This is an optimization exercise on Yosys and OpenROAD, whose aim is small area, a short achievable clock period and few clock cycles per item, not a production implementation. Only simulation tests tie the RTL to the original design; equivalence was not proved.

<file path="flow/design.v">
module tryte_conv (
    input  wire       clk,
    input  wire       rst,
    input  wire       cmd_valid,
    input  wire [3:0] cmd_op,
    output wire       cmd_ready,
    input  wire       in_valid,
    input  wire [7:0] in_data,
    output wire       in_ready,
    output wire       out_valid,
    output reg  [7:0] out_data,
    input  wire       out_ready,
    output wire       done,
    output wire [1:0] err,
    output wire [7:0] err_index
);
    localparam integer KD = 2;      
    localparam integer KH = 2;      
    localparam integer NPH = 8 / KD;
    localparam integer NHC = 384 / KH;
    localparam [3:0] OP_T2B  = 4'd1;
    localparam [3:0] OP_TR2B = 4'd2;
    localparam [3:0] OP_B2T  = 4'd3;
    localparam [3:0] OP_B2TR = 4'd4;
    localparam [3:0] OP_ZLT  = 4'd5;
    localparam [1:0] ERR_NONE    = 2'd0;
    localparam [1:0] ERR_ILLEGAL = 2'd2;
    localparam [1:0] ERR_INVALID = 2'd3;
    localparam [383:0] HALF3 = 384'h5e69ebefa87fabdfaa06a805a9f6808b48bbae3679a4c70250979d570c24486e3ade00d91484504f9f007669a5ce8964;
    localparam [404:0] KINIT = 405'h11064b486ad68b4b8c31a016cb2a669035156273182dc7a6af33419838032c5346734faa4618bda6a45b0b821cfb58949b1d1;
    localparam [2:0] S_IDLE  = 3'd0;
    localparam [2:0] S_LOADT = 3'd1;    
    localparam [2:0] S_LOADB = 3'd2;    
    localparam [2:0] S_HALVE = 3'd3;
    localparam [2:0] S_OUTB  = 3'd4;    
    localparam [2:0] S_OUTT  = 3'd5;    
    localparam [2:0] S_DONE  = 3'd6;
    function sym_valid;
        input [7:0] s;
        sym_valid = (s == 8'h39) || (s >= 8'h41 && s <= 8'h5a);
    endfunction
    function [4:0] sym_to_digit;
        input [7:0] s;
        begin
            if (s == 8'h39)
                sym_to_digit = 5'd13;
            else if (s <= 8'h4d)
                sym_to_digit = s[4:0] - 5'h13;    
            else
                sym_to_digit = s[4:0] - 5'h0e;    
        end
    endfunction
    function [7:0] digit_to_sym;
        input [4:0] d;
        begin
            if (d == 5'd13)
                digit_to_sym = 8'h39;
            else if (d > 5'd13)
                digit_to_sym = 8'h33 + {3'b000, d};
            else
                digit_to_sym = 8'h4e + {3'b000, d};
        end
    endfunction
    function trit_valid;
        input [7:0] t;
        trit_valid = (t == 8'h00) || (t == 8'h01) || (t == 8'hff);
    endfunction
    function [1:0] trit_to_u;
        input [7:0] t;
        trit_to_u = (t == 8'h01) ? 2'd2 : (t == 8'hff) ? 2'd0 : 2'd1;
    endfunction
    function [7:0] u_to_trit;
        input [1:0] u;
        u_to_trit = (u == 2'd2) ? 8'h01 : (u == 2'd0) ? 8'hff : 8'h00;
    endfunction
    /*verilator lint_off UNUSEDSIGNAL*/
    function [1:0] digit_trit;
        input [4:0] d;
        input [1:0] k;
        reg [4:0] q;
        begin
            case (k)
                2'd0:    q = d % 5'd3;
                2'd1:    q = (d / 5'd3) % 5'd3;
                default: q = d / 5'd9;
            endcase
            digit_trit = q[1:0];
        end
    endfunction
    /*verilator lint_on UNUSEDSIGNAL*/
    function [404:0] dbl_step;
        input [404:0] x;
        input         b;
        reg [79:0] g, p;
        reg [80:0] s;
        reg [80:0] c;
        reg [4:0]  d;
        reg [5:0]  t;
        integer i;
        begin
            for (i = 0; i < 80; i = i + 1) begin
                d    = x[5*i +: 5];
                g[i] = (d >= 5'd14);
                p[i] = (d == 5'd13);
            end
            s = {1'b0, g} + {1'b0, g | p} + {80'd0, b};
            c[0] = b;
            for (i = 1; i < 80; i = i + 1)
                c[i] = s[i] ^ p[i];
            c[80] = s[80];
            for (i = 0; i < 80; i = i + 1) begin
                d = x[5*i +: 5];
                t = {d, c[i]} - (c[i+1] ? 6'd27 : 6'd0);
                dbl_step[5*i +: 5] = t[4:0];
            end
            d = x[400 +: 5];
            t = {d, c[80]};
            if (t >= 6'd9) t = t - 6'd9;
            dbl_step[400 +: 5] = t[4:0];
        end
    endfunction
    function [80:0] prefix_xor;      
        input [80:0] a;
        reg [80:0] x;
        integer l, j;
        begin
            x = a;
            for (l = 0; l < 7; l = l + 1)
                for (j = 0; j < 81; j = j + 1)
                    if (j[l])
                        x[j] = x[j] ^ x[((j >> l) << l) - 1];
            prefix_xor = x;
        end
    endfunction
    function [405:0] hlv_step;
        input [404:0] x;
        reg [80:0] a, pr;
        reg [4:0]  d;
        reg        r;
        integer i;
        begin
            for (i = 0; i < 81; i = i + 1)
                a[i] = x[5*(80-i)];           
            pr = prefix_xor(a);
            for (i = 0; i < 81; i = i + 1) begin
                r = (i == 80) ? 1'b0 : pr[79-i];    
                d = x[5*i +: 5];
                hlv_step[5*i +: 5] = r ? (5'd13 + {1'b0, d[4:1]} + {4'd0, d[0]})
                                       : {1'b0, d[4:1]};
            end
            hlv_step[405] = pr[80];
        end
    endfunction
    reg [2:0]   state;
    reg [3:0]   op;
    reg [7:0]   cnt;           
    reg [1:0]   tk;            
    reg [6:0]   ti;            
    reg [1:0]   u0, u1;        
    reg         bad;
    reg [7:0]   bad_idx;
    reg [1:0]   err_r;
    reg [404:0] D;
    reg [383:0] W;
    reg [7:0]   ibuf;          
    reg         ib_full;
    reg [1:0]   ph;            
    reg [5:0]   nb;            
    reg [7:0]   hc;            
    reg         brw;           
    assign cmd_ready = (state == S_IDLE);
    assign out_valid = (state == S_OUTB) || (state == S_OUTT);
    assign done      = (state == S_DONE);
    assign err       = err_r;
    assign err_index = bad_idx;
    wire ph_last  = (ph == NPH - 1);
    wire loadb_rd = (nb != 6'd48) && (!ib_full || ph_last);
    assign in_ready = (state == S_LOADT) || ((state == S_LOADB) && loadb_rd);
    wire in_fire  = in_valid && in_ready;
    wire out_fire = out_valid && out_ready;
    wire [7:0] in_count = (op == OP_T2B) ? 8'd81 : 8'd243;
    wire [KD-1:0] dchunk = ibuf[7 - ph*KD -: KD];
    reg  [404:0]  d_dbl;
    integer kd;
    always @(*) begin
        d_dbl = D;
        for (kd = 0; kd < KD; kd = kd + 1)
            d_dbl = dbl_step(d_dbl, dchunk[KD-1-kd]);
    end
    reg  [404:0]  d_hlv;
    reg  [KH-1:0] hbits;
    reg  [405:0]  hs;
    integer kh;
    always @(*) begin
        d_hlv = D;
        for (kh = 0; kh < KH; kh = kh + 1) begin
            hs        = hlv_step(d_hlv);
            d_hlv     = hs[404:0];
            hbits[kh] = hs[405];
        end
    end
    wire [KH-1:0] hk = HALF3[hc*KH +: KH];
    reg  [KH-1:0] rbits;
    reg           rb;
    integer ks;
    always @(*) begin
        rb = brw;
        for (ks = 0; ks < KH; ks = ks + 1) begin
            rbits[ks] = hbits[ks] ^ hk[ks] ^ rb;
            rb = (~hbits[ks] & (hk[ks] | rb)) | (hk[ks] & rb);
        end
    end
    wire [4:0] sdig  = sym_to_digit(in_data);
    wire [4:0] tdig  = {3'd0, u0} + 5'd3 * {3'd0, u1} + 5'd9 * {3'd0, trit_to_u(in_data)};
    wire [4:0] idig  = (op == OP_T2B) ? sdig : tdig;
    wire       itop  = (op == OP_T2B) ? (cnt == 8'd80) : (ti == 7'd80);
    wire [4:0] idig9 = itop ? (idig % 5'd9) : idig;
    wire       ishift = (op == OP_T2B) || (tk == 2'd2);
    wire       ivalid = (op == OP_T2B) ? sym_valid(in_data) : trit_valid(in_data);
    wire [4:0] odig = (ti == 7'd80) ? D[4:0] + 5'd9 : D[4:0];
    always @(*) begin
        case (state)
            S_OUTT:  out_data = (op == OP_B2T) ? digit_to_sym(odig)
                                               : u_to_trit(digit_trit(odig, tk));
            default: out_data = W[8*(47 - cnt[5:0]) +: 8];
        endcase
    end
    always @(posedge clk) begin
        if (rst) begin
            state   <= S_IDLE;
            err_r   <= ERR_NONE;
            bad     <= 1'b0;
            bad_idx <= 8'd0;
        end else begin
            case (state)
                S_IDLE: begin
                    if (cmd_valid) begin
                        op      <= cmd_op;
                        cnt     <= 8'd0;
                        tk      <= 2'd0;
                        ti      <= 7'd0;
                        bad     <= 1'b0;
                        bad_idx <= 8'd0;
                        err_r   <= ERR_NONE;
                        nb      <= 6'd0;
                        ib_full <= 1'b0;
                        ph      <= 2'd0;
                        hc      <= 8'd0;
                        brw     <= 1'b0;
                        D       <= KINIT;
                        if (cmd_op == OP_T2B || cmd_op == OP_TR2B)
                            state <= S_LOADT;
                        else if (cmd_op >= OP_B2T && cmd_op <= OP_ZLT)
                            state <= S_LOADB;
                        else begin
                            err_r <= ERR_ILLEGAL;
                            state <= S_DONE;
                        end
                    end
                end
                S_LOADT: begin
                    if (in_fire) begin
                        cnt <= cnt + 8'd1;
                        if (!ivalid && !bad) begin
                            bad     <= 1'b1;
                            bad_idx <= cnt;
                        end
                        if (op == OP_TR2B) begin
                            tk <= (tk == 2'd2) ? 2'd0 : tk + 2'd1;
                            if (tk == 2'd0) u0 <= trit_to_u(in_data);
                            if (tk == 2'd1) u1 <= trit_to_u(in_data);
                            if (tk == 2'd2) ti <= ti + 7'd1;
                        end
                        if (ishift)
                            D <= {idig9, D[404:5]};
                        if (cnt == in_count - 8'd1) begin
                            if (bad || !ivalid) begin
                                err_r <= ERR_INVALID;
                                state <= S_DONE;
                            end else begin
                                state <= S_HALVE;
                            end
                        end
                    end
                end
                S_LOADB: begin
                    if (ib_full) begin
                        D  <= d_dbl;
                        ph <= ph + 2'd1;
                        if (ph_last) begin
                            ib_full <= 1'b0;
                            ph      <= 2'd0;
                        end
                    end
                    if (in_fire) begin
                        ibuf    <= (nb == 6'd0) ? {~in_data[7], in_data[6:0]} : in_data;
                        ib_full <= 1'b1;
                        ph      <= 2'd0;
                        nb      <= nb + 6'd1;
                    end
                    if (nb == 6'd48 && ib_full && ph_last) begin
                        cnt <= 8'd0;
                        if (op == OP_ZLT)
                            state <= S_HALVE;
                        else
                            state <= S_OUTT;
                    end
                end
                S_HALVE: begin
                    D   <= d_hlv;
                    W   <= {rbits, W[383:KH]};
                    brw <= rb;
                    hc  <= hc + 8'd1;
                    if (hc == NHC - 1) begin
                        cnt   <= 8'd0;
                        state <= S_OUTB;
                    end
                end
                S_OUTB: begin
                    if (out_fire) begin
                        cnt <= cnt + 8'd1;
                        if (cnt == 8'd47)
                            state <= S_DONE;
                    end
                end
                S_OUTT: begin
                    if (out_fire) begin
                        if (op == OP_B2TR && tk != 2'd2) begin
                            tk <= tk + 2'd1;
                        end else begin
                            tk <= 2'd0;
                            ti <= ti + 7'd1;
                            D  <= {5'd0, D[404:5]};
                            if (ti == 7'd80)
                                state <= S_DONE;
                        end
                    end
                end
                S_DONE: begin
                    state <= S_IDLE;
                end
                default: state <= S_IDLE;
            endcase
        end
    end
endmodule
</file>
<file path="flow/run.sh">
#!/bin/bash
# synth_recipe.tcl (not shown) runs the flow's synth.tcl, then flattens the netlist and writes it again
# the make line also repeats each setting of config.mk as NAME=value (left out here)
make -C /OpenROAD-flow-scripts/flow DESIGN_CONFIG=/design/flow/config.mk WORK_HOME=/design/flow/orfs CLKGATE_MAP_FILE= SYNTH_SCRIPT=/design/flow/synth_recipe.tcl finish
</file>
<file path="flow/config.mk">
export PLATFORM = sky130hd
export DESIGN_NAME = tryte_conv
export DESIGN_NICKNAME = tryte_conv
export VERILOG_FILES = /design/flow/design.v
export SDC_FILE = /design/flow/constraint.sdc
export NUM_CORES = 4
export LEC_CHECK = 0
export CAP_MARGIN = 20
export CORE_MARGIN = 2
export CORE_UTILIZATION = 40
export SETUP_SLACK_MARGIN = 3
export SLEW_MARGIN = 20
</file>
<file path="flow/constraint.sdc">
create_clock -name core_clock -period 40.0 [get_ports {clk}]
set_input_delay 8.0000 -clock core_clock [delete_from_list [all_inputs] [get_ports {clk}]]
set_output_delay 8.0000 -clock core_clock [all_outputs]
set_load 0.01 [all_outputs]
</file>
==> flow_summary.json <==
{
  "worstSetupPathType": "flip-flop to output pin",
  "path_max_fanout": 10,
  "gp_congestion": 0.9130,
  "die_x_um": 482.1,
  "finalSetupTns_ps": 0,
  "register_area_sq_um": 25510,
  "vias": 73670,
  "crit_required_ps": 32000,
  "postSynth.asyncResetShare_pct": 0,
  "dp.cells": 12590,
  "wl_per_cell_um": 20.84,
  "whs_ps": 432.9,
  "clockRootBuffer": "clkbuf_16",
  "cts_buffers": 104,
  "multi_input_area_sq_um": 61110,
  "cts_tree": "built",
  "synth_top_area_share_pct": 27.59,
  "cts_setup_buffers": 0,
  "n_fill_cell": 21690,
  "tightest_slew_ps": 1262,
  "slew_violations": 0,
  "stdcell_area_sq_um": 98280,
  "ff2ff_path_depth": 48,
  "cap_viol_max_count": 0,
  "hpwl_mm": 193.7,
  "gr-total-overflow": 0,
  "synth_area_sq_um": 91420,
  "synth_top_area_cell": "edfxtp_1",
  "skew_ps": 78.34,
  "syn-instance-count": 9871,
  "ys_top_cells_by_area": "edfxtp_1 (28%), ha_1 (14%), xnor2_1 (7.8%)",
  "clockBufferDepth": 3,
  "drt.antenna.violating_nets": 0,
  "dieArea_sq_um": 232400,
  "period_minus_slack_ps": 15990,
  "drc_errors": 0,
  "fmax_ghz": 0.06253,
  "nNetsFinal": 10880,
  "rsz0062_at_grt": "no",
  "postSynth.topFlopCell": "edfxtp_1",
  "worst_path_max_delay_cell": "clkdlybuf4s50_1",
  "worstHoldPathCells": 0,
  "hold_path_class": "flip-flop to flip-flop",
  "placed_cell_area_sq_um": 94680,
  "arrival_ps": 7990,
  "ys_ff_latch": 854,
  "syn_to_final_growth_pct": 7.506,
  "finalWorstSetupSlack_ps": 24010,
  "ys.warnings.count": 1,
  "ys_top_cells_by_count": "ha_1 (1003), inv_1 (897), edfxtp_1 (840)",
  "setup_viol": 0,
  "die_h_um": 482.1,
  "antenna_found_initial": 3,
  "drive_gt1_share_pct": 5.325,
  "drtIter0Drc": 6390,
  "syn-num-nets": 11060,
  "cts.sinks": 854,
  "post-place-ws_ps": 24940,
  "layout.cells.non_filler": 12800,
  "start_kind": "flip-flop",
  "clkTransAtPathRegs_ps": 70,
  "num_rows": 175,
  "firstDrtPassIters": 8,
  "grt_pass1_wl_mm": 417.6,
  "fin_crit_sh_pct": 39.98,
  "viasPerCell": 5.758,
  "start_util_pct": 40.22,
  "drt_wl_total_mm": 266.6,
  "io_pins": 39,
  "cts_hold_buf": 0,
  "slew-limit-headroom_pct": 14.80,
  "cts_resized": 0,
  "track_usage_pct": 22.38,
  "synth_seq_area_share_pct": 27.90,
  "cts_max_level": 3,
  "grt_pass1_vias": 73960,
  "synth_most_common_cell": "ha_1",
  "status": "finished clean",
  "grt_max_degree": 211,
  "finalHoldViolCount": 0,
  "final_core_util_pct": 43.24,
  "coreArea_sq_um": 227300,
  "portBuffers": 38,
  "clk_latency_ps": 810,
  "synth_cell_types": 96,
  "synth_edf_count": 840,
  "avgSynthCellArea_sq_um": 9.261,
  "critical-path-max-stage-delay_ps": 570,
  "crit_path_end_kind": "output pin"
}
worst paths after layout:
| path | endpoint | slack [ps] | startpoint |
|---|---|---|---|
| worst max-delay path | out_data[3] | 24010 | ti[0]$_SDFFCE_PN0P_ |
| worst min-delay path | W[377]$_DFFE_PP_ | 430 | W[379]$_DFFE_PP_ |
| worst max register to register | D[394]$_DFFE_PP_ | 25190 | ph[0]$_SDFFCE_PP0P_ |
| worst min register to register | W[377]$_DFFE_PP_ | 430 | W[379]$_DFFE_PP_ |
kinds of logic after synthesis:
kind of cell    count (synthesis)  share of synthesized area (%)
flops                         854                          27.90
compound gates               2268                          15.74
simple gates                 2583                          13.39
fa+ha+maj                    1167                          17.32
xor+xnor                     1361                          14.78
buf+inv                      1286                          5.328
mux                           352                          5.540
per-layer routing:
layer / GRT usage [%] / part of all wire [%] / up-vias
li1: - / - / 34980
met1: 29.98 / 44 / 36050
met2: 37.31 / 47 / 2184
met3: 2.325 / 5.5 / 466
met4: 8.180 / 3.7 / 0
met5: 0 / 0 / -
final cells by class:
type                       instances  share of cell area (%)
multi-input combinational       7731                   62.18
sequential                       854                   25.96
tap                             3009                   3.831
inverter                         900                   3.437
clock buffer                     124                   2.725
timing repair buffer             102                  0.9930
clock inverter                    73                  0.8683
antenna                            2                0.005093
layout by cell type (no fill, tap or decap), types with 56 or more instances in the layout:
cell type	instances
o221ai_1	81
mux4_2	121
xnor2_1	817
a211oi_1	180
nor3_1	187
ha_1	1003
o21ai_0	611
clkbuf_16	104
nand2b_1	161
mux2i_1	212
nor3b_1	77
o22ai_1	126
and2_1	56
nor2_1	815
edfxtp_1	840
a31oi_1	69
nand2_1	739
a22oi_1	184
or2_2	62
fa_1	164
buf_4	56
nor2b_1	86
a21oi_1	549
nand3_1	101
xor2_1	432
inv_1	896
flip-flops by register name, summed over array words and instances (netlist names):
register	cells
bad_idx	8
ibuf	8
u0	2
ti	7
D	405
ib_full	1
op	4
u1	2
ph	2
err_r	2
bad	1
cnt	8
tk	2
nb	6
hc	8
state	3
W	384
brw	1
worst max-delay path, delay by kind of cell, from the launching register on:
family | cells | cell delay (ps)
and+or+nand+nor | 11 | 1860
adders and majority gates | 3 | 820
xor gates and xnor gates | 2 | 340
buffers and inverters | 4 | 1110
DFF | 1 | 430
AOI/OAI and AO/OA | 13 | 2600
Testbench counts, summed over its fixed seeds: cycles 125,248, items 320.

[re-timing with driven ports]
No port has a modelled driver above. Below, the same layout with a new extraction and two added sets of constraints.
Step 1, drivers: a clkbuf_16 drives clk and a buf_2 each remaining input, both assumed.
Step 2, shift: input delay + t, output delay - t, t = (earliest + latest rising clock arrival at the registers) / 2. This alone moves slack from input paths to output paths.
Three values: ideal ports, drivers, drivers and shift; two values: the first two.
t (ns): 0.861
setup slack, ns: 24.009 / 23.918 / 24.779
worst setup path after step 2: register to output
worst slew at a driven data input, ns: 0.04
After both steps setup and hold are still met in this run. For this run, drivers alone change the setup slack by -0.091 ns; drivers and shift together by +0.770 ns.
